Background: an optimization exercise with open tools, aiming at small area, a short achievable clock period and few clock cycles. Do not read the settings as production practice. Only simulation tests tie the RTL to the original design; equivalence was not proved. Power is estimated from default activity; no workload was simulated.

[flow/config.mk]
export PLATFORM = sky130hd
export DESIGN_NAME = dscore_codec
export DESIGN_NICKNAME = dscore_codec
export VERILOG_FILES = /design/flow/design.v
export SDC_FILE = /design/flow/constraint.sdc
export NUM_CORES = 4
export LEC_CHECK = 0
export ABC_AREA = 1
export CAP_MARGIN = 20
export CORE_MARGIN = 2
export CORE_UTILIZATION = 40
export PLACE_DENSITY = 0.6
export SETUP_SLACK_MARGIN = 4.5
export SLEW_MARGIN = 20
[flow/design.v]
module dscore_codec (
    input  wire        clk,
    input  wire        rst,           
    input  wire        cmd_valid,
    output wire        cmd_ready,
    input  wire [7:0]  cmd_op,
    input  wire [31:0] cmd_arg,
    input  wire [63:0] cmd_data,      
    input  wire [7:0]  cmd_len,
    output reg         resp_valid,
    output reg  [7:0]  resp_code,
    output reg         resp_flag,
    output reg  [31:0] resp_val,
    output reg  [7:0]  resp_off
);
    localparam NK = 7;                
    localparam [7:0] R_OK    = 8'h00, R_NOSPACE = 8'h10, R_UNSUP = 8'h11,
                     R_TYPE  = 8'h12, R_EXH     = 8'h13, R_RPE   = 8'hFE,
                     R_REFUSED = 8'hFF;
    localparam [2:0] E_SCAN = 3'd0, E_KEY = 3'd1, E_VAL = 3'd2, E_ELEM = 3'd3,
                     E_KCMP = 3'd4, E_FK  = 3'd5, E_PW2 = 3'd6;
    reg [1023:0] mem;                 
    reg [7:0]  used, cur;
    reg [7:0]  rp;                    
    reg [7:0]  re_oh, ro_oh;          
    reg        eng;                   
    reg [2:0]  stage;
    reg        e_key;                 
    reg [7:0]  pos;
    reg [7:0]  cnt;
    reg [63:0] nm;                    
    reg [3:0]  nlen;
    reg [NK-1:0] cm;                  
    reg        sync;
    reg        mapf, arrf;
    reg [7:0]  map_h, arr_h;          
    reg [3:0]  map_n;                 
    reg [7:0]  arr_n;                 
    reg [3:0]  q;                     
    reg        kovf;                  
    reg [NK-1:0] kv;                  
    reg [6:0]  kp [0:NK-1];
    reg [3:0]  kl [0:NK-1];
    reg [7:0]  kh [0:NK-1];
    assign cmd_ready = !eng;
    wire acc = cmd_valid && !eng;
    function [15:0] crc_step(input [15:0] s, input [7:0] x);
        integer i;
        reg [15:0] c;
        begin
            c = s ^ {x, 8'h00};
            for (i = 0; i < 8; i = i + 1)
                c = c[15] ? ((c << 1) ^ 16'h1021) : (c << 1);
            crc_step = c;
        end
    endfunction
    function [2:0] itemhdr(input [7:0] t);
        case (t)
            8'hCC, 8'hD0:                      itemhdr = 3'd2;
            8'hCD, 8'hD1, 8'hDA, 8'hDC, 8'hDE: itemhdr = 3'd3;
            8'hCA, 8'hCE, 8'hD2, 8'hDB:        itemhdr = 3'd5;
            default:                           itemhdr = 3'd1;
        endcase
    endfunction
    function is_posfix(input [7:0] t); is_posfix = (t[7] == 1'b0);      endfunction
    function is_negfix(input [7:0] t); is_negfix = (t[7:5] == 3'b111);  endfunction
    function is_fixmap(input [7:0] t); is_fixmap = (t[7:4] == 4'b1000); endfunction
    function is_fixarr(input [7:0] t); is_fixarr = (t[7:4] == 4'b1001); endfunction
    function is_fixraw(input [7:0] t); is_fixraw = (t[7:5] == 3'b101);  endfunction
    function is_raw(input [7:0] t);
        is_raw = is_fixraw(t) || t == 8'hDA || t == 8'hDB;
    endfunction
    function is_map(input [7:0] t); is_map = is_fixmap(t) || t == 8'hDE; endfunction
    function is_arr(input [7:0] t); is_arr = is_fixarr(t) || t == 8'hDC; endfunction
    function is_sup(input [7:0] t);
        is_sup = !(t == 8'hC1 || (t >= 8'hC4 && t <= 8'hC9) ||
                   (t >= 8'hD4 && t <= 8'hD9) || t == 8'hCB ||
                   t == 8'hCF || t == 8'hD3 || t == 8'hDD || t == 8'hDF);
    endfunction
    function accept(input [3:0] kd, input [7:0] t);
        case (kd)
            4'h0: accept = (t == 8'hC0);
            4'h1: accept = (t == 8'hC2 || t == 8'hC3);
            4'h2: accept = is_posfix(t) || t == 8'hCC;
            4'h3: accept = is_posfix(t) || t == 8'hCC || t == 8'hCD;
            4'h4: accept = is_posfix(t) || t == 8'hCC || t == 8'hCD || t == 8'hCE;
            4'h5: accept = is_posfix(t) || is_negfix(t) || t == 8'hD0;
            4'h6: accept = is_posfix(t) || is_negfix(t) || t == 8'hCC ||
                           t == 8'hD0 || t == 8'hD1;
            4'h7: accept = is_posfix(t) || is_negfix(t) || t == 8'hCC || t == 8'hCD ||
                           t == 8'hD0 || t == 8'hD1 || t == 8'hD2;
            4'h8: accept = (t == 8'hCA);
            4'h9: accept = is_raw(t);
            4'hA: accept = is_arr(t);
            4'hB: accept = is_map(t);
            4'hD: accept = is_sup(t);
            default: accept = 1'b0;
        endcase
    endfunction
    function [31:0] decode(input [7:0] t, input [31:0] fv);
        if (is_posfix(t))                  decode = {24'd0, t};
        else if (is_negfix(t))             decode = {24'hFFFFFF, t};
        else if (t == 8'hC3)               decode = 32'd1;
        else if (t == 8'hCC)               decode = {24'd0, fv[31:24]};
        else if (t == 8'hCD)               decode = {16'd0, fv[31:16]};
        else if (t == 8'hD0)               decode = {{24{fv[31]}}, fv[31:24]};
        else if (t == 8'hD1)               decode = {{16{fv[31]}}, fv[31:16]};
        else if (is_fixraw(t))             decode = {27'd0, t[4:0]};
        else if (is_fixarr(t) || is_fixmap(t)) decode = {28'd0, t[3:0]};
        else if (t == 8'hDA || t == 8'hDC || t == 8'hDE) decode = {16'd0, fv[31:16]};
        else if (t == 8'hC0 || t == 8'hC2) decode = 32'd0;
        else                               decode = fv;    
    endfunction
    function [7:0] khash(input [63:0] d, input [3:0] l);
        integer i;
        reg [7:0] b, x;
        begin
            x = 8'd0;
            for (i = 0; i < 8; i = i + 1) begin
                b = (i < l) ? d[8*i +: 8] : 8'd0;
                x = x ^ ((b << (i % 8)) | (b >> (8 - (i % 8))));
            end
            khash = x;
        end
    endfunction
    function [NK-1:0] first1(input [NK-1:0] m);
        first1 = m & (~m + 1'b1);
    endfunction
    reg [63:0] erow, orow;
    integer ri;
    always @* begin
        erow = 64'd0; orow = 64'd0;
        for (ri = 0; ri < 8; ri = ri + 1) begin
            erow = erow | ({64{re_oh[ri]}} & mem[128*ri +: 64]);
            orow = orow | ({64{ro_oh[ri]}} & mem[128*ri + 64 +: 64]);
        end
    end
    wire [63:0]  rowa = rp[3] ? orow : erow;
    wire [63:0]  rowb = rp[3] ? erow : orow;
    wire [127:0] two  = {rowb, rowa};
    wire [71:0]  w    = two >> {rp[2:0], 3'b000};
    wire [7:0]  t      = w[7:0];
    wire [2:0]  h      = itemhdr(t);
    wire        c_fr   = is_fixraw(t);
    wire        c_r16  = (t == 8'hDA);
    wire        c_r32  = (t == 8'hDB);
    wire        israw  = c_fr || c_r16 || c_r32;
    wire [31:0] fvbe   = {w[15:8], w[23:16], w[31:24], w[39:32]};
    wire [31:0] rl     = c_fr ? {27'd0, t[4:0]} :
                         c_r16 ? {16'd0, w[15:8], w[23:16]} : fvbe;
    wire [7:0]  rp1    = rp + 8'd1;
    wire [7:0]  rp2    = rp + 8'd2;
    wire [7:0]  rp3    = rp + 8'd3;
    wire [7:0]  rp4    = rp + 8'd4;
    wire [7:0]  rp5    = rp + 8'd5;
    wire [7:0]  avail  = used - rp;
    wire [7:0]  av1    = avail - 8'd1;
    wire [7:0]  av3    = avail - 8'd3;
    wire [7:0]  av5    = avail - 8'd5;
    wire        ge1    = avail != 8'd0;
    wire        ge2    = avail >= 8'd2;
    wire        ge3    = avail >= 8'd3;
    wire        ge5    = avail >= 8'd5;
    wire        at_end = !ge1;
    wire        hfit   = (h == 3'd1) ? ge1 : (h == 3'd2) ? ge2 : (h == 3'd3) ? ge3 : ge5;
    wire [7:0]  s_h    = (h == 3'd1) ? rp1 : (h == 3'd2) ? rp2 : (h == 3'd3) ? rp3 : rp5;
    wire [7:0]  s_hm1  = c_r16 ? rp2 : rp4;
    wire        fit_fr  = ge1 && {3'd0, t[4:0]} <= av1;
    wire        fit_r16 = ge3 && w[15:8] == 8'd0 && w[23:16] <= av3;
    wire        fit_r32 = ge5 && w[15:8] == 8'd0 && w[23:16] == 8'd0 &&
                          w[31:24] == 8'd0 && w[39:32] <= av5;
    wire        bfit   = c_fr ? fit_fr : c_r16 ? fit_r16 : c_r32 ? fit_r32 : hfit;
    wire [7:0]  s_fr   = rp1 + {3'd0, t[4:0]};
    wire [7:0]  s_r16  = rp3 + w[23:16];
    wire [7:0]  s_r32  = rp5 + w[39:32];
    wire [7:0]  s_ilen = c_fr ? s_fr : c_r16 ? s_r16 : c_r32 ? s_r32 : s_h;
    wire        item_ok = is_sup(t) && bfit;
    wire [31:0] dval   = decode(t, fvbe);
    wire [15:0] hcnt   = (h == 3'd1) ? {12'd0, t[3:0]} : {w[15:8], w[23:16]};
    wire [7:0]  s_n1   = rp1 + {4'd0, nlen};
    reg [7:0] eqb;
    integer bi;
    always @* for (bi = 0; bi < 8; bi = bi + 1)
        eqb[bi] = (w[8*bi + 8 +: 8] == nm[8*bi +: 8]) || (bi >= nlen);
    wire nmatch = &eqb;
    reg [71:0] p_item;
    reg [3:0]  p_len;
    reg [7:0]  p_code;
    always @* begin
        p_item = 72'd0;
        p_len  = 4'd1;
        p_code = R_OK;
        case (cmd_op)
            8'h20: p_item[7:0] = 8'hC0;
            8'h21: p_item[7:0] = cmd_arg[0] ? 8'hC3 : 8'hC2;
            8'h22: begin
                p_item[7:0] = cmd_arg[7:0];
                if (cmd_arg[7]) p_code = R_REFUSED;
            end
            8'h23: begin
                p_item[7:0] = cmd_arg[7:0];
                if (cmd_arg[7:5] != 3'b111) p_code = R_REFUSED;
            end
            8'h24: begin p_item[15:0] = {cmd_arg[7:0], 8'hCC}; p_len = 4'd2; end
            8'h25: begin p_item[23:0] = {cmd_arg[7:0], cmd_arg[15:8], 8'hCD}; p_len = 4'd3; end
            8'h26: begin
                p_item[39:0] = {cmd_arg[7:0], cmd_arg[15:8], cmd_arg[23:16], cmd_arg[31:24], 8'hCE};
                p_len = 4'd5;
            end
            8'h27: begin p_item[15:0] = {cmd_arg[7:0], 8'hD0}; p_len = 4'd2; end
            8'h28: begin p_item[23:0] = {cmd_arg[7:0], cmd_arg[15:8], 8'hD1}; p_len = 4'd3; end
            8'h29: begin
                p_item[39:0] = {cmd_arg[7:0], cmd_arg[15:8], cmd_arg[23:16], cmd_arg[31:24], 8'hD2};
                p_len = 4'd5;
            end
            8'h2A: begin
                p_item[39:0] = {cmd_arg[7:0], cmd_arg[15:8], cmd_arg[23:16], cmd_arg[31:24], 8'hCA};
                p_len = 4'd5;
            end
            8'h2B: p_code = R_UNSUP;
            8'h2C: begin
                p_item = {cmd_data, 3'b101, cmd_len[4:0]};
                p_len  = cmd_len[3:0] + 4'd1;
                if (cmd_len > 8'd8) p_code = R_REFUSED;
            end
            8'h2D, 8'h2E: begin
                if (cmd_arg[15:4] == 12'd0) begin
                    p_item[7:0] = {(cmd_op == 8'h2D) ? 4'h9 : 4'h8, cmd_arg[3:0]};
                end else begin
                    p_item[23:0] = {cmd_arg[7:0], cmd_arg[15:8], (cmd_op == 8'h2D) ? 8'hDC : 8'hDE};
                    p_len = 4'd3;
                end
            end
            default: p_code = R_REFUSED;
        endcase
    end
    wire [7:0] room   = 8'd128 - used;
    wire       p_fits = {4'd0, p_len} <= room;
    wire       p_do   = acc && cmd_op[7:4] == 4'h2 && p_code == R_OK && p_fits;
    wire       a_do   = acc && cmd_op == 8'h10 && used != 8'd128;
    wire [7:0] nhash  = khash(cmd_data, cmd_len[3:0]);
    reg [NK-1:0] cand;
    integer ci;
    always @* for (ci = 0; ci < NK; ci = ci + 1)
        cand[ci] = kv[ci] && kl[ci] == cmd_len[3:0] && kh[ci] == nhash;
    function [6:0] kpos(input [NK-1:0] oh);
        integer j;
        begin
            kpos = 7'd0;
            for (j = 0; j < NK; j = j + 1) if (oh[j]) kpos = kpos | kp[j];
        end
    endfunction
    wire [NK-1:0] cm_n = cm & ~first1(cm);
    reg        we;
    reg [63:0] witem;
    reg [3:0]  wn;
    always @* begin
        we = 1'b0; witem = p_item[63:0]; wn = (p_len > 4'd8) ? 4'd8 : p_len;
        if (eng) begin
            we = (stage == E_PW2); witem = {56'd0, nm[63:56]}; wn = 4'd1;
        end else if (a_do) begin
            we = 1'b1; witem = {56'd0, cmd_arg[7:0]}; wn = 4'd1;
        end else if (p_do)
            we = 1'b1;
    end
    wire [2:0]   wb   = used[2:0];
    wire [127:0] wdbl = {witem, witem} << {wb, 3'b000};
    wire [63:0]  wrot = wdbl[127:64];
    reg  [7:0]   bank_en;
    reg  [3:0]   bank_row [0:7];
    integer bk;
    always @* for (bk = 0; bk < 8; bk = bk + 1) begin
        bank_en[bk]  = we && ({1'b0, bk[2:0] - wb} < wn);
        bank_row[bk] = (bk[2:0] >= wb) ? used[6:3] : used[6:3] + 4'd1;
    end
    genvar gi;
    generate for (gi = 0; gi < 128; gi = gi + 1) begin : g_mem
        always @(posedge clk)
            if (bank_en[gi % 8] && bank_row[gi % 8] == gi / 8)
                mem[8*gi +: 8] <= wrot[8*(gi % 8) +: 8];
    end endgenerate
    reg        n_eng;
    reg [2:0]  n_stage;
    reg [7:0]  n_used, n_cur, n_pos, n_cnt;
    reg [NK-1:0] n_cm;
    reg        n_rv, n_rf;
    reg [7:0]  n_rc;
    reg        done, found;           
    always @* begin
        n_eng = eng; n_stage = stage; n_used = used; n_cur = cur; n_pos = pos;
        n_cnt = cnt; n_cm = cm;
        n_rv = 1'b0; n_rf = 1'b0; n_rc = R_OK;
        done = 1'b0; found = 1'b0;
        if (eng) begin
            case (stage)
            E_PW2: begin
                n_used = used + 8'd1; done = 1'b1;
            end
            E_FK: begin
                if (t == {3'b101, 1'b0, nlen} && nmatch) begin
                    n_cur = s_n1; done = 1'b1; found = 1'b1;
                end else if (cm_n == {NK{1'b0}})
                    done = 1'b1;
                else begin
                    n_cm = cm_n; n_pos = {1'b0, kpos(first1(cm_n))};
                end
            end
            E_SCAN: begin
                if (at_end) done = 1'b1;
                else if (e_key ? is_map(t) : is_arr(t)) begin
                    if (!hfit) done = 1'b1;
                    else if (e_key) begin
                        if (hcnt == 16'd0) done = 1'b1;
                        else begin
                            n_cnt = (hcnt[15:8] != 8'd0) ? 8'hFF : hcnt[7:0];
                            n_pos = s_h; n_stage = E_KEY;
                        end
                    end else begin
                        if (hcnt[15:8] == 8'd0 && cnt > hcnt[7:0]) done = 1'b1;
                        else if (cnt == 8'd1) begin
                            n_cur = s_h; done = 1'b1; found = 1'b1;
                        end else begin
                            n_pos = s_h; n_stage = E_ELEM;
                        end
                    end
                end else if (!item_ok) done = 1'b1;
                else n_pos = s_ilen;
            end
            E_KEY: begin
                if (!item_ok) done = 1'b1;
                else if (israw && rl == {28'd0, nlen}) begin
                    if (is_fixraw(t)) begin
                        if (nmatch) begin
                            n_cur = s_ilen; done = 1'b1; found = 1'b1;
                        end else begin
                            n_pos = s_ilen; n_stage = E_VAL;
                        end
                    end else begin
                        n_pos = s_hm1; n_stage = E_KCMP;
                    end
                end else begin
                    n_pos = s_ilen; n_stage = E_VAL;
                end
            end
            E_KCMP: begin
                if (nmatch) begin
                    n_cur = s_n1; done = 1'b1; found = 1'b1;
                end else begin
                    n_pos = s_n1; n_stage = E_VAL;
                end
            end
            E_VAL: begin
                if (!item_ok || cnt == 8'd1) done = 1'b1;
                else begin
                    n_cnt = cnt - 8'd1; n_pos = s_ilen; n_stage = E_KEY;
                end
            end
            E_ELEM: begin
                if (!item_ok) done = 1'b1;
                else if (cnt == 8'd2) begin
                    n_cur = s_ilen; done = 1'b1; found = 1'b1;
                end else begin
                    n_cnt = cnt - 8'd1; n_pos = s_ilen;
                end
            end
            default: done = 1'b1;
            endcase
            if (done) begin
                n_eng = 1'b0; n_rv = 1'b1; n_rf = found;
            end
        end else if (acc) begin
            n_rv = 1'b1;
            casez (cmd_op)
            8'h01: ;
            8'h10: begin
                n_rf = used != 8'd128;
                if (used != 8'd128) n_used = used + 8'd1;
            end
            8'h11, 8'h3C: n_rf = !at_end;
            8'h12: begin
                if (at_end) n_rc = R_RPE;
                else n_cur = rp1;
            end
            8'h13: n_rf = {8'd0, avail} >= cmd_arg[15:0];
            8'h14: n_cur = 8'd0;
            8'h15: begin n_cur = 8'd0; n_used = 8'd0; end
            8'h16: n_rf = {8'd0, room} >= cmd_arg[15:0];
            8'h2?: begin
                if (p_code != R_OK || cmd_op > 8'h2E)
                    n_rc = (cmd_op > 8'h2E) ? R_REFUSED : p_code;
                else if (!p_fits)
                    n_rc = R_NOSPACE;
                else if (p_len > 4'd8) begin
                    n_used = used + 8'd8;
                    n_eng = 1'b1; n_stage = E_PW2; n_rv = 1'b0;
                end else
                    n_used = used + {4'd0, p_len};
            end
            8'h3?: begin
                if (cmd_op[3:0] == 4'hE || cmd_op[3:0] == 4'hF)
                    n_rc = R_REFUSED;
                else if (at_end)
                    n_rc = R_EXH;
                else if (!accept(cmd_op[3:0], t))
                    n_rc = R_TYPE;
                else if (!bfit)
                    n_rc = R_EXH;
                else
                    n_cur = (cmd_op[3:1] == 3'b101) ? s_h : s_ilen;
            end
            8'h40: begin
                if (cmd_len > 8'd8) ;
                else if (!sync || kovf) begin
                    n_pos = 8'd0; n_stage = E_SCAN; n_eng = 1'b1; n_rv = 1'b0;
                end else if (cand != {NK{1'b0}}) begin
                    n_cm = cand;
                    n_pos = {1'b0, kpos(first1(cand))};
                    n_stage = E_FK; n_eng = 1'b1; n_rv = 1'b0;
                end
            end
            8'h41: begin
                n_cnt = cmd_arg[7:0];
                if (cmd_arg[15:0] == 16'd0 || cmd_arg[15:0] > 16'd128) ;
                else if (!sync) begin
                    n_pos = 8'd0; n_stage = E_SCAN; n_eng = 1'b1; n_rv = 1'b0;
                end else if (!arrf || cmd_arg[7:0] > arr_n) ;
                else if (cmd_arg[7:0] == 8'd1) begin
                    n_cur = arr_h; n_rf = 1'b1;
                end else begin
                    n_pos = arr_h; n_stage = E_ELEM; n_eng = 1'b1; n_rv = 1'b0;
                end
            end
            default: n_rc = R_REFUSED;
            endcase
        end
    end
    wire [7:0] n_rp = n_eng ? n_pos : n_cur;
    integer j;
    always @(posedge clk) begin
        resp_code <= n_rc;
        resp_flag <= n_rf;
        resp_val  <= (cmd_op == 8'h01) ? {16'd0, crc_step(cmd_arg[15:0], cmd_arg[23:16])} :
                     (cmd_op[5:4] == 2'b11 && cmd_op[3:0] != 4'hC) ? dval : {24'd0, t};
        resp_off  <= s_h;
        rp    <= n_rp;
        for (j = 0; j < 8; j = j + 1) begin
            re_oh[j] <= n_rp[3] ? (n_rp[6:4] == ((j + 7) % 8)) : (n_rp[6:4] == j);
            ro_oh[j] <= n_rp[6:4] == j;
        end
        stage <= n_stage;
        pos   <= n_pos;
        cnt   <= n_cnt;
        cm    <= n_cm;
        if (acc) begin
            nm    <= cmd_data;
            nlen  <= cmd_len[3:0];
            e_key <= !cmd_op[0];
        end
        if (rst) begin
            used <= 8'd0; cur <= 8'd0; rp <= 8'd0;
            re_oh <= 8'd1; ro_oh <= 8'd1;
            eng <= 1'b0;
            resp_valid <= 1'b0;
        end else begin
            used <= n_used; cur <= n_cur;
            eng <= n_eng;
            resp_valid <= n_rv;
        end
        if (rst || (acc && cmd_op == 8'h15)) begin
            sync <= 1'b1; mapf <= 1'b0; arrf <= 1'b0; q <= 4'd0; kovf <= 1'b0;
            kv <= {NK{1'b0}};
        end else if (a_do) begin
            sync <= 1'b0;
        end else if (p_do && sync) begin
            if (!mapf && cmd_op == 8'h2E) begin
                mapf  <= 1'b1;
                map_h <= used + {4'd0, p_len};
                map_n <= (cmd_arg[15:4] != 12'd0) ? 4'hF : cmd_arg[3:0];
            end
            if (!arrf && cmd_op == 8'h2D) begin
                arrf  <= 1'b1;
                arr_h <= used + {4'd0, p_len};
                arr_n <= (cmd_arg[15:8] != 8'd0) ? 8'hFF : cmd_arg[7:0];
            end
            if (mapf && !kovf && {1'b0, q} < {map_n, 1'b0}) begin
                if (q[0] == 1'b0) begin
                    if (q[3:1] == NK) kovf <= 1'b1;
                    else begin
                        for (j = 0; j < NK; j = j + 1)
                            if (q[3:1] == j) begin
                                kv[j] <= (cmd_op == 8'h2C);
                                kp[j] <= used[6:0];
                                kl[j] <= cmd_len[3:0];
                                kh[j] <= nhash;
                            end
                    end
                end
                q <= q + 4'd1;
            end
        end
    end
endmodule
[flow/run.sh]
#!/bin/bash
# synth_recipe.tcl (not shown) runs the flow's synth.tcl, then flattens the netlist and writes it again
# the make line also repeats each setting of config.mk as NAME=value (left out here)
make -C /OpenROAD-flow-scripts/flow DESIGN_CONFIG=/design/flow/config.mk WORK_HOME=/design/flow/orfs CLKGATE_MAP_FILE= SYNTH_SCRIPT=/design/flow/synth_recipe.tcl finish
[flow/constraint.sdc]
create_clock -name core_clock -period 10.0 [get_ports {clk}]
set_input_delay 2.0000 -clock core_clock [delete_from_list [all_inputs] [get_ports {clk}]]
set_output_delay 2.0000 -clock core_clock [all_outputs]
set_load 0.01 [all_outputs]
==> out/qor.yml, run 1 <==
placement:
  globalplace.congestion: 1.11
  hpwl_um: 237000
  io_buffers: 165
worst_setup_path:
  critPathKind: "reg2reg"
  crit_path_top_delay_cell: "dfxtp_4"
  rr_endpoint: "re_oh[4]"
  reg2reg_slack_ns: 4.21
  max_stage_delay_ns: 0.51
  worstPathMaxFanout: 7
  endpoint_kind: "register"
  worstPathArrival_ns: 6.53
  rr_startpoint: "re_oh[4]"
  r2r_cells: 35
  crit_path_start_kind: "register"
  cp.required_ns: 10.74
timing:
  fin_crit_sh_pct: 57.9
  hold_viol_final: 0
  rsz0062_at_grt: "yes"
  worstMarginPinSlew_ns: 1.23
  finClkSkew_ns: 0.0723
  final.min_clock_period_ns: 5.79
  final.setup.tns_ns: 0
  max_freq_ghz: 0.173
  slew_headroom_pct: 16.0
  setup_viol: 0
  slew_violations: 0
layout:
  fin_util_pct: 49.7
  fin_nets: 9244
  fillers: 17300
  layout-drive-gt1-share_pct: 17.9
  multi_input_area_sq_um: 35100
  syn2layout_area_growth_pct: 23.6
  regArea_sq_um: 40200
detailed_routing:
  wl_um: 334000
  drt_first_pass_iters: 9
  drc_errors: 0
  avgViaCountPerCell: 5.80
  detail-route-antenna-nets: 0
  vias: 67300
  first_iter_violations: 9901
  wl_per_cell_um: 28.8
synthesis:
  synth-edff-count: 1264
  ys_warn_count: 5
  yosysSeqAreaShare_pct: 53.9
  yosysTopAreaCell: "edfxtp_1"
  synthCells: 8584
  synth_area_leaders: "edfxtp_1 51%, nand2_1 16%, nand3_1 5.1%"
  synth_common_cells: "3088 x nand2_1, 1264 x edfxtp_1, 755 x nand3_1"
  synth_seq_cells: 1374
  async_flop_share_pct: 0
  syn-cell-area_sq_um: 74500
  synth.distinct_cells: 71
  synth_top_cell_area_share_pct: 51.0
  yosysMostFrequentCell: "nand2_1"
  ys.flop_type: "edfxtp_1"
  avgSynthCellArea_sq_um: 8.67
  synth_nets: 8837
clocking:
  cts_tree: "done"
  ctsRootBufferMaster: "clkbuf_16"
  hold_buffers: 0
  cts_sinks: 1374
  cts_buffers: 148
  cts_buffer_depth: 3
  clk_latency_ns: 0.86
  cts.clk_slew.worst_paths_ns: 0.06
  htree_levels: 4
global_routing:
  grt_pass1_vias: 61400
  grt_pass1_wl_um: 458000
  grt_usage_pct: 33.8
  overflow: 0
  antenna_found_initial: 19
  grt_max_degree: 79
status:
  status: "finished clean"
power_and_ir_drop:
  seq_power_share_pct: 47.3
  switching_share_pct: 25.5
  power.density_nw_per_um2: 145
  p_sw_mw: 3.40
  leakage_nw: 36.2
  finalPower_mw: 13.3
  clockPowerShare_pct: 42.2
  vdd_drop_max_mv: 0.163
  p_int_mw: 9.94
  comb_power_share_pct: 10.6
die:
  core-area_sq_um: 185000
  die-area_sq_um: 190000
  num_rows: 158
  io_pins: 166
  start_util_pct: 40.2
  dieHeight_um: 435
  die_w_um: 435
worst_hold_path:
  whs_path_depth: 2
  hold_path_end: "kv[4]"
  min_path_type: "reg2reg"
  worstHoldStart: "kv[4]"
job:
  drv_cap: 0
[worst max-delay path, delay by kind of cell, from the launching register on]
kind / cells / cell delay [ns]
buffers and inverters: 6 / 0.91
DFF: 1 / 0.51
AOI/OAI and AO/OA: 3 / 0.54
and+or+nand+nor: 26 / 3.64
[cell usage in the layout, fill, tap and decap left out, types with 158 or more instances in the layout]
cell       count
nand2_1     2958
edfxtp_1    1264
nand3_1      637
nor2_1       439
inv_1        437
o21ai_0      401
buf_4        299
a21oi_1      214
nor2_4       203
clkbuf_16    158
[routing by layer]
metal	routed length (um)	track usage (%)	vias up
li1	-	-	29900
met1	129000	45.2	32400
met2	140000	49.1	4072
met3	40100	8.87	887
met4	24000	20.2	16
met5	130	0	-
[worst max path at each step]
stage | start | endpoint | slack, ns | depth (start not counted)
3_3_place_gp | cmd_op[3] | mem[6] | 1.82 | 24
5_1_grt | rp[0] | re_oh[4] | 4.05 | 41
4_1_cts | rp[0] | re_oh[3] | 4.44 | 45
2_1_floorplan | cmd_op[7] | kh[2][0] | 4.33 | 21
3_5_place_dp | cmd_op[3] | mem[132] | 1.75 | 24
6_report | re_oh[4] | re_oh[4] | 4.21 | 35
[flip-flops by register name (all words and copies together) (netlist names), 3 cells and up]
register	cells
mem	1024
nm	64
kh	56
kp	49
resp_val	32
kl	28
arr_h	8
arr_n	8
cnt	8
cur	8
pos	8
re_oh	8
resp_off	8
ro_oh	8
rp	8
used	8
cm	7
kv	7
map_n	4
nlen	4
q	4
resp_code	4
stage	3
[timing repair]
item	CTS	global route
cloned	12	9
buffers inserted	214	79
gates resized for setup	981	299
pin swaps	150	139
endpoints found under the setup margin	2295	1967
[power groups by stage]
stage                     Sequential [mW]  Combinational [mW]  Clock (mW)
after floorplan                      6.42               0.589           0
after global placement               6.43                1.06           0
after detailed placement             6.44                1.06           0
after CTS                            6.31                1.28        5.68
after global routing                 6.31                1.46        5.88
final                                6.31                1.41        5.62
[stage by stage]
stage / instance area, sq um / instances / hold WS (ns) / worst slack [ns]
after floorplan: 74700 / 8584 / 0.424 / 4.33
after global placement: 78800 / 11000 / 0.454 / 1.82
final: 92000 / 11600 / 0.455 / 4.21
after detailed placement: 78900 / 11000 / 0.443 / 1.75
after CTS: 90000 / 11500 / 0.455 / 4.44
after global routing: 92000 / 11600 / 0.481 / 4.05
[final cells by class]
| class | instances | area share (%) |
|---|---|---|
| timing repair inverter | 2 | 0.0136 |
| multi-input combinational | 6329 | 38.1 |
| sequential | 1374 | 43.7 |
| clock buffer | 183 | 4.22 |
| antenna | 10 | 0.0272 |
| timing repair buffer | 607 | 6.98 |
| inverter | 529 | 2.35 |
| clock inverter | 90 | 1.21 |
| tap | 2480 | 3.37 |
[cell families (layout without fill, tap and decap cells)]
family          Yosys count  in the layout  share of synthesized area (%)
simple gates           4852           4856                           27.0
flops                  1374           1374                           53.9
compound gates         1085           1085                           8.45
buf+inv                 885           1411                           5.27
xor+xnor                237            237                           2.79
fa+ha+maj               138            138                           2.37
mux                      13             13                          0.175
other cells               0             10                              0
Testbench counts, summed over its fixed seeds: cycles 17,949.
==> run 2: changes to the inputs <==
--- a/flow/design.v
+++ b/flow/design.v
@@ -23,2 +23,3 @@
     reg [7:0]  used, cur;
+    reg [7:0]  room;                  
     reg [7:0]  rp;                    
@@ -33,2 +34,6 @@
     reg [NK-1:0] cm;                  
+    reg        ph;
+    reg        g_ok, g_atend, g_hfit, g_tgt, g_hc0, g_cgt, g_rl, g_fr, g_nm;
+    reg [7:0]  g_hsat, g_silen;
+    reg [2:0]  g_h;
     reg        sync;
@@ -42,4 +47,3 @@
     reg [6:0]  kp [0:NK-1];
-    reg [3:0]  kl [0:NK-1];
-    reg [7:0]  kh [0:NK-1];
+    reg [5:0]  kh [0:NK-1];           
     assign cmd_ready = !eng;
@@ -113,3 +117,3 @@
     endfunction
-    function [7:0] khash(input [63:0] d, input [3:0] l);
+    function [5:0] khash(input [63:0] d, input [3:0] l);
         integer i;
@@ -117,3 +121,3 @@
         begin
-            x = 8'd0;
+            x = {4'd0, l};
             for (i = 0; i < 8; i = i + 1) begin
@@ -122,3 +126,3 @@
             end
-            khash = x;
+            khash = x[5:0] ^ {x[7:6], 4'd0};
         end
@@ -236,3 +240,2 @@
     end
-    wire [7:0] room   = 8'd128 - used;
     wire       p_fits = {4'd0, p_len} <= room;
@@ -240,3 +243,3 @@
     wire       a_do   = acc && cmd_op == 8'h10 && used != 8'd128;
-    wire [7:0] nhash  = khash(cmd_data, cmd_len[3:0]);
+    wire [5:0] nhash  = khash(cmd_data, cmd_len[3:0]);
     reg [NK-1:0] cand;
@@ -244,3 +247,3 @@
     always @* for (ci = 0; ci < NK; ci = ci + 1)
-        cand[ci] = kv[ci] && kl[ci] == cmd_len[3:0] && kh[ci] == nhash;
+        cand[ci] = kv[ci] && q > 2 * ci && kh[ci] == nhash;
     function [6:0] kpos(input [NK-1:0] oh);
@@ -253,14 +256,8 @@
     wire [NK-1:0] cm_n = cm & ~first1(cm);
-    reg        we;
-    reg [63:0] witem;
-    reg [3:0]  wn;
-    always @* begin
-        we = 1'b0; witem = p_item[63:0]; wn = (p_len > 4'd8) ? 4'd8 : p_len;
-        if (eng) begin
-            we = (stage == E_PW2); witem = {56'd0, nm[63:56]}; wn = 4'd1;
-        end else if (a_do) begin
-            we = 1'b1; witem = {56'd0, cmd_arg[7:0]}; wn = 4'd1;
-        end else if (p_do)
-            we = 1'b1;
-    end
+    wire [7:0] g_sh   = (g_h == 3'd1) ? rp1 : (g_h == 3'd2) ? rp2 : (g_h == 3'd3) ? rp3 : rp5;
+    wire [7:0] g_shm1 = (g_h == 3'd3) ? rp2 : rp4;
+    wire       gen    = eng && (stage == E_SCAN || stage == E_KEY || stage == E_KCMP || stage == E_VAL);
+    wire       we    = acc || (eng && stage == E_PW2);
+    wire [63:0] witem = eng ? {56'd0, nm[63:56]} :
+                        (cmd_op[5] ? p_item[63:0] : {56'd0, cmd_arg[7:0]});
     wire [2:0]   wb   = used[2:0];
@@ -272,3 +269,3 @@
     always @* for (bk = 0; bk < 8; bk = bk + 1) begin
-        bank_en[bk]  = we && ({1'b0, bk[2:0] - wb} < wn);
+        bank_en[bk]  = we && !used[7] && (bk[2:0] >= wb || used[6:3] != 4'd15);
         bank_row[bk] = (bk[2:0] >= wb) ? used[6:3] : used[6:3] + 4'd1;
@@ -283,3 +280,3 @@
     reg [2:0]  n_stage;
-    reg [7:0]  n_used, n_cur, n_pos, n_cnt;
+    reg [7:0]  n_used, n_room, n_cur, n_pos, n_cnt;
     reg [NK-1:0] n_cm;
@@ -289,3 +286,3 @@
     always @* begin
-        n_eng = eng; n_stage = stage; n_used = used; n_cur = cur; n_pos = pos;
+        n_eng = eng; n_stage = stage; n_used = used; n_room = room; n_cur = cur; n_pos = pos;
         n_cnt = cnt; n_cm = cm;
@@ -296,3 +293,3 @@
             E_PW2: begin
-                n_used = used + 8'd1; done = 1'b1;
+                n_used = used + 8'd1; n_room = room - 8'd1; done = 1'b1;
             end
@@ -308,36 +305,39 @@
             E_SCAN: begin
-                if (at_end) done = 1'b1;
-                else if (e_key ? is_map(t) : is_arr(t)) begin
-                    if (!hfit) done = 1'b1;
-                    else if (e_key) begin
-                        if (hcnt == 16'd0) done = 1'b1;
-                        else begin
-                            n_cnt = (hcnt[15:8] != 8'd0) ? 8'hFF : hcnt[7:0];
-                            n_pos = s_h; n_stage = E_KEY;
-                        end
-                    end else begin
-                        if (hcnt[15:8] == 8'd0 && cnt > hcnt[7:0]) done = 1'b1;
-                        else if (cnt == 8'd1) begin
-                            n_cur = s_h; done = 1'b1; found = 1'b1;
+                if (ph) begin
+                    if (g_atend) done = 1'b1;
+                    else if (g_tgt) begin
+                        if (!g_hfit) done = 1'b1;
+                        else if (e_key) begin
+                            if (g_hc0) done = 1'b1;
+                            else begin
+                                n_cnt = g_hsat; n_pos = g_sh; n_stage = E_KEY;
+                            end
                         end else begin
-                            n_pos = s_h; n_stage = E_ELEM;
+                            if (g_cgt) done = 1'b1;
+                            else if (cnt == 8'd1) begin
+                                n_cur = g_sh; done = 1'b1; found = 1'b1;
+                            end else begin
+                                n_pos = g_sh; n_stage = E_ELEM;
+                            end
                         end
-                    end
-                end else if (!item_ok) done = 1'b1;
-                else n_pos = s_ilen;
+                    end else if (!g_ok) done = 1'b1;
+                    else n_pos = g_silen;
+                end
             end
             E_KEY: begin
-                if (!item_ok) done = 1'b1;
-                else if (israw && rl == {28'd0, nlen}) begin
-                    if (is_fixraw(t)) begin
-                        if (nmatch) begin
-                            n_cur = s_ilen; done = 1'b1; found = 1'b1;
+                if (ph) begin
+                    if (!g_ok) done = 1'b1;
+                    else if (g_rl) begin
+                        if (g_fr) begin
+                            if (g_nm) begin
+                                n_cur = g_silen; done = 1'b1; found = 1'b1;
+                            end else begin
+                                n_pos = g_silen; n_stage = E_VAL;
+                            end
                         end else begin
-                            n_pos = s_ilen; n_stage = E_VAL;
+                            n_pos = g_shm1; n_stage = E_KCMP;
                         end
                     end else begin
-                        n_pos = s_hm1; n_stage = E_KCMP;
+                        n_pos = g_silen; n_stage = E_VAL;
                     end
-                end else begin
-                    n_pos = s_ilen; n_stage = E_VAL;
                 end
@@ -345,6 +345,8 @@
             E_KCMP: begin
-                if (nmatch) begin
-                    n_cur = s_n1; done = 1'b1; found = 1'b1;
-                end else begin
-                    n_pos = s_n1; n_stage = E_VAL;
+                if (ph) begin
+                    if (g_nm) begin
+                        n_cur = s_n1; done = 1'b1; found = 1'b1;
+                    end else begin
+                        n_pos = s_n1; n_stage = E_VAL;
+                    end
                 end
@@ -352,5 +354,7 @@
             E_VAL: begin
-                if (!item_ok || cnt == 8'd1) done = 1'b1;
-                else begin
-                    n_cnt = cnt - 8'd1; n_pos = s_ilen; n_stage = E_KEY;
+                if (ph) begin
+                    if (!g_ok || cnt == 8'd1) done = 1'b1;
+                    else begin
+                        n_cnt = cnt - 8'd1; n_pos = g_silen; n_stage = E_KEY;
+                    end
                 end
@@ -376,3 +380,5 @@
                 n_rf = used != 8'd128;
-                if (used != 8'd128) n_used = used + 8'd1;
+                if (used != 8'd128) begin
+                    n_used = used + 8'd1; n_room = room - 8'd1;
+                end
             end
@@ -385,3 +391,3 @@
             8'h14: n_cur = 8'd0;
-            8'h15: begin n_cur = 8'd0; n_used = 8'd0; end
+            8'h15: begin n_cur = 8'd0; n_used = 8'd0; n_room = 8'd128; end
             8'h16: n_rf = {8'd0, room} >= cmd_arg[15:0];
@@ -393,6 +399,7 @@
                 else if (p_len > 4'd8) begin
-                    n_used = used + 8'd8;
+                    n_used = used + 8'd8; n_room = room - 8'd8;
                     n_eng = 1'b1; n_stage = E_PW2; n_rv = 1'b0;
-                end else
-                    n_used = used + {4'd0, p_len};
+                end else begin
+                    n_used = used + {4'd0, p_len}; n_room = room - {4'd0, p_len};
+                end
             end
@@ -453,2 +460,14 @@
         cm    <= n_cm;
+        g_ok    <= item_ok;
+        g_atend <= at_end;
+        g_hfit  <= hfit;
+        g_tgt   <= e_key ? is_map(t) : is_arr(t);
+        g_hc0   <= hcnt == 16'd0;
+        g_cgt   <= hcnt[15:8] == 8'd0 && cnt > hcnt[7:0];
+        g_hsat  <= (hcnt[15:8] != 8'd0) ? 8'hFF : hcnt[7:0];
+        g_rl    <= israw && rl == {28'd0, nlen};
+        g_fr    <= c_fr;
+        g_nm    <= nmatch;
+        g_silen <= s_ilen;
+        g_h     <= h;
         if (acc) begin
@@ -459,3 +478,4 @@
         if (rst) begin
-            used <= 8'd0; cur <= 8'd0; rp <= 8'd0;
+            used <= 8'd0; room <= 8'd128; cur <= 8'd0; rp <= 8'd0;
+            ph <= 1'b0;
             re_oh <= 8'd1; ro_oh <= 8'd1;
@@ -464,3 +484,4 @@
         end else begin
-            used <= n_used; cur <= n_cur;
+            used <= n_used; room <= n_room; cur <= n_cur;
+            ph <= gen && !ph;
             eng <= n_eng;
@@ -468,5 +489,10 @@
         end
+        for (j = 0; j < NK; j = j + 1)
+            if (q == 2 * j) begin
+                kv[j] <= (cmd_op == 8'h2C);
+                kp[j] <= used[6:0];
+                kh[j] <= nhash;
+            end
         if (rst || (acc && cmd_op == 8'h15)) begin
             sync <= 1'b1; mapf <= 1'b0; arrf <= 1'b0; q <= 4'd0; kovf <= 1'b0;
-            kv <= {NK{1'b0}};
         end else if (a_do) begin
@@ -485,14 +511,3 @@
             if (mapf && !kovf && {1'b0, q} < {map_n, 1'b0}) begin
-                if (q[0] == 1'b0) begin
-                    if (q[3:1] == NK) kovf <= 1'b1;
-                    else begin
-                        for (j = 0; j < NK; j = j + 1)
-                            if (q[3:1] == j) begin
-                                kv[j] <= (cmd_op == 8'h2C);
-                                kp[j] <= used[6:0];
-                                kl[j] <= cmd_len[3:0];
-                                kh[j] <= nhash;
-                            end
-                    end
-                end
+                if (q == 2 * NK) kovf <= 1'b1;
                 q <= q + 4'd1;
--- a/flow/config.mk
+++ b/flow/config.mk
@@ -12,3 +12,3 @@
 export PLACE_DENSITY = 0.6
-export SETUP_SLACK_MARGIN = 4.5
+export SETUP_SLACK_MARGIN = 5
 export SLEW_MARGIN = 20
==> out/qor.yml, run 2 <==
clocking:
  cts_tree: "done"
  cts.clk_slew.worst_paths_ns: 0.06  # about the same
  cts_sinks: 1369  # -0.36%
  cts_buffers: 153  # +3.4%
  cts_buffer_depth: 3  # unchanged
  clk_latency_ns: 0.87  # about the same
  ctsRootBufferMaster: "clkbuf_16"
  hold_buffers: 0  # unchanged
  htree_levels: 4  # unchanged
detailed_routing:
  vias: 66800  # -0.69%
  wl_um: 346000  # +3.6%
  drc_errors: 0  # unchanged
  detail-route-antenna-nets: 0  # unchanged
  wl_per_cell_um: 30.3  # +5.2%
  first_iter_violations: 9705  # -2.0%
  drt_first_pass_iters: 9  # unchanged
  avgViaCountPerCell: 5.84  # +0.83%
timing:
  setup_viol: 0  # unchanged
  fin_crit_sh_pct: 56.7  # -1.2 points
  max_freq_ghz: 0.177  # +2.2%
  slew_headroom_pct: 18.7  # +2.7 points
  slew_violations: 0  # unchanged
  final.min_clock_period_ns: 5.67  # -0.124 ns
  finClkSkew_ns: 0.0496  # -0.0227 ns
  worstMarginPinSlew_ns: 1.21  # -0.0197 ns
  rsz0062_at_grt: "yes"
  hold_viol_final: 0  # unchanged
  final.setup.tns_ns: 0  # unchanged
synthesis:
  ys.flop_type: "edfxtp_1"
  synth_xor_area_share_pct: 2.56  # -0.22 points
  yosysMostFrequentCell: "nand2_1"
  ys_warn_count: 4  # -1
  avgSynthCellArea_sq_um: 8.68  # about the same
  synthCells: 8466  # -1.4%
  synth-simple-area-share_pct: 26.7  # -0.27 points
  synth-edff-count: 1229  # -2.8%
  async_flop_share_pct: 0  # unchanged
  synth_top_family_by_area: "simple AND/OR/NAND/NOR gates"
  syn-cell-area_sq_um: 73500  # -1.3%
  synth_compound_area_share_pct: 8.98  # +0.53 points
  synth_top_cell_area_share_pct: 50.2  # -0.74 points
  synth_nets: 8713  # -1.4%
  synth_common_cells: "2893 x nand2_1, 1229 x edfxtp_1, 827 x nand3_1"
  synth.distinct_cells: 68  # -4.2%
  synth_fa_ha_area_share_pct: 2.32  # -0.050 points
  yosysSeqAreaShare_pct: 54.0  # +0.12 points
  synth_seq_cells: 1369  # -0.36%
  synth_area_leaders: "edfxtp_1 50%, nand2_1 15%, nand3_1 5.6%"
  yosysTopAreaCell: "edfxtp_1"
  synthMuxAreaShare_pct: 0.138  # -0.037 points
die:
  start_util_pct: 40.2  # about the same
  dieHeight_um: 433  # -0.66%
  die_w_um: 433  # -0.66%
  io_pins: 166  # unchanged
  num_rows: 157  # -0.63%
  core-area_sq_um: 183000  # -1.3%
  die-area_sq_um: 187000  # -1.3%
layout:
  layout-drive-gt1-share_pct: 14.9  # -3.0 points
  final_cell_mix: "2818 x nand2_1, 1229 x edfxtp_1, 773 x nand3_1"
  fin_nets: 9073  # -1.8%
  largestRegisters: "mem (1024), nm (64), kp (49)"
  stdcell_count: 11400  # -1.5%
  final_common_cell: "nand2_1"
  largest_reg_flops: 1024  # unchanged
  syn2layout_area_growth_pct: 20.3
  regMostFlops: "mem"
global_routing:
  grt_max_degree: 78  # -1.3%
  overflow: 0  # unchanged
  grt_pass1_vias: 60500  # -1.5%
  grt_usage_pct: 36.1  # +2.3 points
  grt_pass1_wl_um: 472000  # +3.1%
  antenna_found_initial: 17  # -2
power_and_ir_drop:
  comb_power_share_pct: 15.2  # +4.6 points
  seq_power_share_pct: 44.8  # -2.5 points
  p_sw_mw: 4.16  # +22%
  vdd_drop_max_mv: 0.193  # +19%
  clockPowerShare_pct: 40.0  # -2.2 points
  power.density_nw_per_um2: 163  # +13%
  p_int_mw: 10.3  # +3.2%
  switching_share_pct: 28.8  # +3.3 points
  leakage_nw: 35.3  # -2.5%
worst_setup_path:
  worstPathArrival_ns: 6.45  # -0.08 ns
  cp.required_ns: 10.79  # +0.05 ns
  reg2reg_slack_ns: 4.33  # +0.12 ns
  max_stage_delay_ns: 0.43  # -0.08 ns
  crit_path_top_delay_cell: "dfxtp_4"
  critPathKind: "reg2reg"
  worstPathMaxFanout: 13  # +6
  endpoint_kind: "register"
  crit_path_start_kind: "register"
  path_common_cell: "nand2_1"
job:
  drv_cap: 0  # unchanged
placement:
  placedCellCount: 10900  # -0.95%
  globalplace.congestion: 1.06  # -3.8%
  hpwl_um: 248000  # +4.4%
  io_buffers: 165  # unchanged
worst_hold_path:
  min_path_type: "reg2reg"
status:
  status: "finished clean"
[run 2: through the flow]
| stage | instance area (sq um) | utilization [%] | power (mW) | hold WS [ns] | setup slack, ns |
|---|---|---|---|---|---|
| 6_report | 88400 | 48.3 | 14.4 | 0.521 | 4.33 |
| 5_1_grt | 88300 | 48.3 | 14.8 | 0.548 | 4.19 |
| 4_1_cts | 86600 | 47.3 | 14.2 | 0.513 | 4.60 |
| 3_5_place_dp | 77800 | 42.6 | 8.39 | 0.502 | 2.19 |
| 3_3_place_gp | 77800 | 42.5 | 8.39 | 0.501 | 2.13 |
| 2_1_floorplan | 73700 | - | 7.57 | 0.462 | 4.75 |
[run 2: what timing repair did]
item	4_1_cts	5_1_grt
resized for setup	629	335
gates cloned	7	4
pin swaps	100	92
setup endpoints to repair	2089	1327
buffers inserted	147	78
[run 2: power by group through the flow]
stage	clock network (mW)	registers (mW)	logic, mW
global placement	0	6.58	1.81
detailed placement	0	6.58	1.81
floorplan	0	6.52	1.05
finish	5.76	6.46	2.20
CTS	5.80	6.45	1.99
global route	6.01	6.46	2.30
[run 2: metal layers]
metal  up-vias  part of all wire [%]  GRT usage, %
met5         -                 0.023             0
met4        12                   7.6          22.8
met3       892                    11          8.37
met2      4115                    42          52.3
met1     32200                    40          48.5
li1      29500                     -             -
[run 2: cell families after synthesis]
kind of cell / count (synthesis)
buffers and inverters: 867
AO/OA/AOI/OAI: 1137
AND/OR/NAND/NOR: 4736
multiplexers: 10
XOR/XNOR: 215
adder cells (fa/ha/maj): 132
flip-flops: 1369
[run 2: cell type report]
class,instances,area (sq um)
repair buffers,548,5470
clock inverters,98,1130
well taps,2464,3080
repair inverters,2,15.0
fillers,17200,94500
clock buffers,183,3980
diodes,12,30.0
multi-input cells,6233,32700
inverters,519,2110
flip-flops and latches,1369,39800
[run 2: path summary, 6_finish.rpt]
| path | from | end | cells after the start |
|---|---|---|---|
| worst min-delay path | sync | sync | 2 |
| worst max-delay path | re_oh[7] | re_oh[6] | 32 |
| worst max register to register | re_oh[7] | re_oh[6] | 32 |
| worst min register to register | sync | sync | 2 |
[run 2: critical path: cells and delay by family (launching register included)]
kind | cells | cell delay [ns]
and+or+nand+nor | 22 | 3.21
AOI/OAI and AO/OA | 4 | 0.80
buffers and inverters | 5 | 0.76
DFF | 1 | 0.43
adders and majority gates | 1 | 0.37
Testbench counts of run 2, summed over its fixed seeds: cycles 17,999.
==> run 3: changes to the inputs <==
--- a/flow/design.v
+++ b/flow/design.v
@@ -40,3 +40,3 @@
     reg        mapf, arrf;
-    reg [7:0]  map_h, arr_h;          
+    reg [7:0]  arr_h;                 
     reg [3:0]  map_n;                 
@@ -130,3 +130,41 @@
     function [NK-1:0] first1(input [NK-1:0] m);
-        first1 = m & (~m + 1'b1);
+        integer i;
+        reg seen;
+        begin
+            seen = 1'b0;
+            for (i = 0; i < NK; i = i + 1) begin
+                first1[i] = m[i] && !seen;
+                seen = seen || m[i];
+            end
+        end
+    endfunction
+    function [8:0] add8(input [7:0] x, input [7:0] y, input ci);
+        reg [7:0] g, p;
+        reg [8:0] c;
+        reg tt;
+        integer i, k, m;
+        begin
+            g = x & y; p = x ^ y;
+            c[0] = ci;
+            for (i = 1; i <= 8; i = i + 1) begin
+                tt = ci;
+                for (k = 0; k < i; k = k + 1) tt = tt & p[k];
+                c[i] = tt;
+                for (k = 0; k < i; k = k + 1) begin
+                    tt = g[k];
+                    for (m = k + 1; m < i; m = m + 1) tt = tt & p[m];
+                    c[i] = c[i] | tt;
+                end
+            end
+            add8 = {c[8], p ^ c[7:0]};
+        end
+    endfunction
+    function [7:0] sum8(input [7:0] x, input [7:0] y);
+        sum8 = add8(x, y, 1'b0);
+    endfunction
+    function [7:0] dif8(input [7:0] x, input [7:0] y);
+        dif8 = add8(x, ~y, 1'b1);
+    endfunction
+    function ge8(input [7:0] x, input [7:0] y);        
+        ge8 = add8(x, ~y, 1'b1) >> 8;
     endfunction
@@ -154,11 +192,11 @@
                          c_r16 ? {16'd0, w[15:8], w[23:16]} : fvbe;
-    wire [7:0]  rp1    = rp + 8'd1;
-    wire [7:0]  rp2    = rp + 8'd2;
-    wire [7:0]  rp3    = rp + 8'd3;
-    wire [7:0]  rp4    = rp + 8'd4;
-    wire [7:0]  rp5    = rp + 8'd5;
-    wire [7:0]  avail  = used - rp;
-    wire [7:0]  av1    = avail - 8'd1;
-    wire [7:0]  av3    = avail - 8'd3;
-    wire [7:0]  av5    = avail - 8'd5;
+    wire [7:0]  rp1    = sum8(rp, 8'd1);
+    wire [7:0]  rp2    = sum8(rp, 8'd2);
+    wire [7:0]  rp3    = sum8(rp, 8'd3);
+    wire [7:0]  rp4    = sum8(rp, 8'd4);
+    wire [7:0]  rp5    = sum8(rp, 8'd5);
+    wire [7:0]  avail  = dif8(used, rp);
+    wire [7:0]  av1    = add8(used, ~rp, 1'b0);
+    wire [7:0]  av3    = dif8(used, rp3);
+    wire [7:0]  av5    = dif8(used, rp5);
     wire        ge1    = avail != 8'd0;
@@ -171,10 +209,10 @@
     wire [7:0]  s_hm1  = c_r16 ? rp2 : rp4;
-    wire        fit_fr  = ge1 && {3'd0, t[4:0]} <= av1;
-    wire        fit_r16 = ge3 && w[15:8] == 8'd0 && w[23:16] <= av3;
+    wire        fit_fr  = ge1 && ge8(av1, {3'd0, t[4:0]});
+    wire        fit_r16 = ge3 && w[15:8] == 8'd0 && ge8(av3, w[23:16]);
     wire        fit_r32 = ge5 && w[15:8] == 8'd0 && w[23:16] == 8'd0 &&
-                          w[31:24] == 8'd0 && w[39:32] <= av5;
+                          w[31:24] == 8'd0 && ge8(av5, w[39:32]);
     wire        bfit   = c_fr ? fit_fr : c_r16 ? fit_r16 : c_r32 ? fit_r32 : hfit;
-    wire [7:0]  s_fr   = rp1 + {3'd0, t[4:0]};
-    wire [7:0]  s_r16  = rp3 + w[23:16];
-    wire [7:0]  s_r32  = rp5 + w[39:32];
+    wire [7:0]  s_fr   = sum8(rp1, {3'd0, t[4:0]});
+    wire [7:0]  s_r16  = sum8(rp3, w[23:16]);
+    wire [7:0]  s_r32  = sum8(rp5, w[39:32]);
     wire [7:0]  s_ilen = c_fr ? s_fr : c_r16 ? s_r16 : c_r32 ? s_r32 : s_h;
@@ -183,3 +221,3 @@
     wire [15:0] hcnt   = (h == 3'd1) ? {12'd0, t[3:0]} : {w[15:8], w[23:16]};
-    wire [7:0]  s_n1   = rp1 + {4'd0, nlen};
+    wire [7:0]  s_n1   = add8(rp, {4'd0, nlen}, 1'b1);
     reg [7:0] eqb;
@@ -240,3 +278,3 @@
     end
-    wire       p_fits = {4'd0, p_len} <= room;
+    wire       p_fits = ge8(room, {4'd0, p_len});
     wire       p_do   = acc && cmd_op[7:4] == 4'h2 && p_code == R_OK && p_fits;
@@ -293,3 +331,3 @@
             E_PW2: begin
-                n_used = used + 8'd1; n_room = room - 8'd1; done = 1'b1;
+                n_used = sum8(used, 8'd1); n_room = dif8(room, 8'd1); done = 1'b1;
             end
@@ -357,3 +395,3 @@
                     else begin
-                        n_cnt = cnt - 8'd1; n_pos = g_silen; n_stage = E_KEY;
+                        n_cnt = dif8(cnt, 8'd1); n_pos = g_silen; n_stage = E_KEY;
                     end
@@ -366,3 +404,3 @@
                 end else begin
-                    n_cnt = cnt - 8'd1; n_pos = s_ilen;
+                    n_cnt = dif8(cnt, 8'd1); n_pos = s_ilen;
                 end
@@ -381,3 +419,3 @@
                 if (used != 8'd128) begin
-                    n_used = used + 8'd1; n_room = room - 8'd1;
+                    n_used = sum8(used, 8'd1); n_room = dif8(room, 8'd1);
                 end
@@ -389,6 +427,6 @@
             end
-            8'h13: n_rf = {8'd0, avail} >= cmd_arg[15:0];
+            8'h13: n_rf = cmd_arg[15:8] == 8'd0 && ge8(avail, cmd_arg[7:0]);
             8'h14: n_cur = 8'd0;
             8'h15: begin n_cur = 8'd0; n_used = 8'd0; n_room = 8'd128; end
-            8'h16: n_rf = {8'd0, room} >= cmd_arg[15:0];
+            8'h16: n_rf = cmd_arg[15:8] == 8'd0 && ge8(room, cmd_arg[7:0]);
             8'h2?: begin
@@ -399,6 +437,6 @@
                 else if (p_len > 4'd8) begin
-                    n_used = used + 8'd8; n_room = room - 8'd8;
-                    n_eng = 1'b1; n_stage = E_PW2; n_rv = 1'b0;
+                    n_used = sum8(used, 8'd8); n_room = dif8(room, 8'd8);
+                    n_eng = 1'b1; n_stage = E_PW2; n_rv = 1'b0; n_pos = cur;
                 end else begin
-                    n_used = used + {4'd0, p_len}; n_room = room - {4'd0, p_len};
+                    n_used = sum8(used, {4'd0, p_len}); n_room = dif8(room, {4'd0, p_len});
                 end
@@ -429,6 +467,6 @@
                 n_cnt = cmd_arg[7:0];
-                if (cmd_arg[15:0] == 16'd0 || cmd_arg[15:0] > 16'd128) ;
+                if (cmd_arg[15:0] == 16'd0 || cmd_arg[15:8] != 8'd0 || (cmd_arg[7] && cmd_arg[6:0] != 7'd0)) ;
                 else if (!sync) begin
                     n_pos = 8'd0; n_stage = E_SCAN; n_eng = 1'b1; n_rv = 1'b0;
-                end else if (!arrf || cmd_arg[7:0] > arr_n) ;
+                end else if (!arrf || !ge8(arr_n, cmd_arg[7:0])) ;
                 else if (cmd_arg[7:0] == 8'd1) begin
@@ -443,3 +481,55 @@
     end
-    wire [7:0] n_rp = n_eng ? n_pos : n_cur;
+    wire       fk_hit = t == {3'b101, 1'b0, nlen} && nmatch;
+    wire [7:0] fk_alt = (cm_n == {NK{1'b0}}) ? cur : {1'b0, kpos(first1(cm_n))};
+    reg  [7:0] gen_rp, f40_rp, f41_rp, n_rp;
+    always @* begin
+        gen_rp = pos;
+        if (ph) case (stage)
+            E_SCAN:
+                if (g_atend) gen_rp = cur;
+                else if (g_tgt) begin
+                    if (!g_hfit) gen_rp = cur;
+                    else if (e_key) gen_rp = g_hc0 ? cur : g_sh;
+                    else gen_rp = g_cgt ? cur : g_sh;
+                end else gen_rp = g_ok ? g_silen : cur;
+            E_KEY:
+                if (!g_ok) gen_rp = cur;
+                else if (g_rl && !g_fr) gen_rp = g_shm1;
+                else gen_rp = g_silen;
+            E_KCMP: gen_rp = s_n1;
+            E_VAL:  gen_rp = (!g_ok || cnt == 8'd1) ? cur : g_silen;
+            default: gen_rp = pos;
+        endcase
+    end
+    always @* begin
+        if (cmd_len > 8'd8) f40_rp = cur;
+        else if (!sync || kovf) f40_rp = 8'd0;
+        else if (cand != {NK{1'b0}}) f40_rp = {1'b0, kpos(first1(cand))};
+        else f40_rp = cur;
+        if (cmd_arg[15:0] == 16'd0 || cmd_arg[15:8] != 8'd0 || (cmd_arg[7] && cmd_arg[6:0] != 7'd0))
+            f41_rp = cur;
+        else if (!sync) f41_rp = 8'd0;
+        else if (!arrf || !ge8(arr_n, cmd_arg[7:0])) f41_rp = cur;
+        else f41_rp = arr_h;
+    end
+    wire u_go = cmd_op[3:0] != 4'hC && cmd_op[3:0] != 4'hE && cmd_op[3:0] != 4'hF &&
+                accept(cmd_op[3:0], t) && bfit;
+    always @* begin
+        if (eng) begin
+            case (stage)
+                E_FK:   n_rp = fk_hit ? s_n1 : fk_alt;
+                E_ELEM: n_rp = item_ok ? s_ilen : cur;
+                E_PW2:  n_rp = cur;
+                default: n_rp = gen_rp;
+            endcase
+        end else if (!acc) n_rp = cur;
+        else casez (cmd_op)
+            8'h12:        n_rp = at_end ? cur : rp1;
+            8'h14, 8'h15: n_rp = 8'd0;
+            8'h3?:        n_rp = u_go ? ((cmd_op[3:1] == 3'b101) ? s_h : s_ilen) : cur;
+            8'h40:        n_rp = f40_rp;
+            8'h41:        n_rp = f41_rp;
+            default:      n_rp = cur;
+        endcase
+    end
     integer j;
@@ -465,3 +555,3 @@
         g_hc0   <= hcnt == 16'd0;
-        g_cgt   <= hcnt[15:8] == 8'd0 && cnt > hcnt[7:0];
+        g_cgt   <= hcnt[15:8] == 8'd0 && !ge8(hcnt[7:0], cnt);
         g_hsat  <= (hcnt[15:8] != 8'd0) ? 8'hFF : hcnt[7:0];
@@ -489,2 +579,7 @@
         end
+        if (!mapf) map_n <= (cmd_arg[15:4] != 12'd0) ? 4'hF : cmd_arg[3:0];
+        if (!arrf) begin
+            arr_h <= sum8(used, {4'd0, p_len});
+            arr_n <= (cmd_arg[15:8] != 8'd0) ? 8'hFF : cmd_arg[7:0];
+        end
         for (j = 0; j < NK; j = j + 1)
@@ -500,12 +595,4 @@
         end else if (p_do && sync) begin
-            if (!mapf && cmd_op == 8'h2E) begin
-                mapf  <= 1'b1;
-                map_h <= used + {4'd0, p_len};
-                map_n <= (cmd_arg[15:4] != 12'd0) ? 4'hF : cmd_arg[3:0];
-            end
-            if (!arrf && cmd_op == 8'h2D) begin
-                arrf  <= 1'b1;
-                arr_h <= used + {4'd0, p_len};
-                arr_n <= (cmd_arg[15:8] != 8'd0) ? 8'hFF : cmd_arg[7:0];
-            end
+            if (!mapf && cmd_op == 8'h2E) mapf <= 1'b1;
+            if (!arrf && cmd_op == 8'h2D) arrf <= 1'b1;
             if (mapf && !kovf && {1'b0, q} < {map_n, 1'b0}) begin
--- a/flow/config.mk
+++ b/flow/config.mk
@@ -10,4 +10,5 @@
 export CORE_MARGIN = 2
-export CORE_UTILIZATION = 40
-export PLACE_DENSITY = 0.6
+export CORE_UTILIZATION = 65
+export CTS_BUF_LIST = sky130_fd_sc_hd__clkbuf_8
+export PLACE_DENSITY = 0.75
 export SETUP_SLACK_MARGIN = 5
==> out/qor.yml, run 3 <==
die:
  dieHeight_um: 344  # -20%
  io_pins: 166  # unchanged
  start_util_pct: 65.7  # +25 points
  die_w_um: 344  # -20%
  num_rows: 124  # -21%
synthesis:
  synth_common_cells: "3131 x nand2_1, 1237 x edfxtp_1, 859 x nand3_1"
  yosysTopAreaCell: "edfxtp_1"
  yosysMostFrequentCell: "nand2_1"
  yosysSeqAreaShare_pct: 52.9  # -1.1 points
  synthCells: 8773  # +3.6%
  avgSynthCellArea_sq_um: 8.57  # -1.2%
  synth-edff-count: 1237  # +0.65%
  synth_area_leaders: "edfxtp_1 49%, nand2_1 16%, nand3_1 5.7%"
  syn-cell-area_sq_um: 75200  # +2.3%
  synth_nets: 9054  # +3.9%
  ys.flop_type: "edfxtp_1"
  async_flop_share_pct: 0  # unchanged
  synth.distinct_cells: 78  # +15%
  ys_warn_count: 4  # unchanged
  synth_seq_cells: 1369  # unchanged
  synth_top_cell_area_share_pct: 49.4  # -0.83 points
global_routing:
  grt_max_degree: 124
  grt_usage_pct: 76.3
  overflow: 248
status:
  lastStage: "5_1_grt"
  status: "did not finish"
  run.stop_error: "[ERROR GRT-0232] Routing congestion too high. Check the congestion heatmap in the GUI."
clocking:
  cts_sinks: 1369  # unchanged
  cts_buffers: 207  # +35%
  cts_buffer_depth: 3  # unchanged
  ctsRootBufferMaster: "clkbuf_8"
  htree_levels: 4  # unchanged
placement:
  globalplace.congestion: 1.12  # +5.3%
  hpwl_um: 229000  # -7.6%
  io_buffers: 165  # unchanged
==> run 3: cell count changes after synthesis, moves of 18 or more <==
| cell | delta |
|---|---|
| o21a_1 | +28 |
| buf_6 | +18 |
| nand3_1 | +32 |
| nand2_1 | +238 |
| a21o_1 | +18 |
| xor2_1 | -54 |
| ha_1 | +36 |
| nand2_2 | +25 |
| o21ai_0 | -71 |
| a21oi_1 | -30 |
| inv_1 | +105 |
| a31oi_1 | -25 |
| nor3_1 | -20 |
==> run 3: worst max-delay path by stage <==
stage	to	slack, ns	depth (start not counted)
after detailed placement	room[6]	2.30	28
after CTS	g_cgt	4.75	29
after floorplan	pos[0]	4.63	26
after global placement	pos[4]	2.38	14
==> run 3: cells by family after synthesis <==
group	share of synthesized area, %
XOR/XNOR	1.69
flip-flops	52.9
adder cells (fa/ha/maj)	2.81
AND/OR/NAND/NOR	28.2
multiplexers	0.0932
AO/OA/AOI/OAI	8.45
buffers and inverters	5.82
==> run 3: repair_timing <==
| action | in CTS |
|---|---|
| buffers inserted | 146 |
| pin swaps | 52 |
| hold buffers | 0 |
| endpoints found under the hold margin | 0 |
| cloned | 11 |
| resized for setup | 411 |
| endpoints found under the setup margin | 1214 |
==> run 3: power by group through the flow <==
stage	clock network, mW	registers, mW	logic [mW]
2_1_floorplan	0	6.51	1.49
3_3_place_gp	0	6.57	2.37
3_5_place_dp	0	6.58	2.44
4_1_cts	4.85	6.44	2.66
==> run 3: metal layers <==
metal	global-route usage [%]	overflow
met3	63.5	24
met5	39.1	2
met4	68.9	98
met1	80.8	20
met2	88.3	104
==> run 3: per-stage QoR <==
step / worst slack, ns / area (sq um) / hold slack [ns] / std cells / total power, mW
after floorplan: 4.63 / 75400 / 0.464 / 8773 / 8.01
after global placement: 2.38 / 77800 / 0.513 / 10200 / 8.95
after detailed placement: 2.30 / 77800 / 0.524 / 10200 / 9.02
after CTS: 4.75 / 85000 / 0.527 / 10700 / 14.0
Testbench counts of run 3, summed over its fixed seeds: cycles 17,999.

[what the ideal ports hide]
How much do the figures lean on ideal ports? The routed layouts below were timed once more, with nothing changed but the port constraints.
Step 1 assumes that a clkbuf_16 drives the clock port and a buf_2 every other input.
Step 2 also shifts input and output timing later by t, the mid clock arrival at the registers, as if the neighbouring blocks saw the same clock.
Slacks: ideal ports / drivers / drivers and shift; pairs: ideal ports / drivers.
run | t (ns) | setup WS [ns] | worst data-port slew with drivers (ns) | cell pins on the clock port's net
run 1 | 0.908 | 4.211 / 4.211 / 3.430 | 0.08 | 1
run 2 | 0.940 | 4.335 / 4.335 / 3.663 | 0.12 | 1
After both steps every run listed still meets setup and hold. For run 1, which loses most, drivers alone change the setup slack by 0.000 ns; drivers and shift together by -0.781 ns.
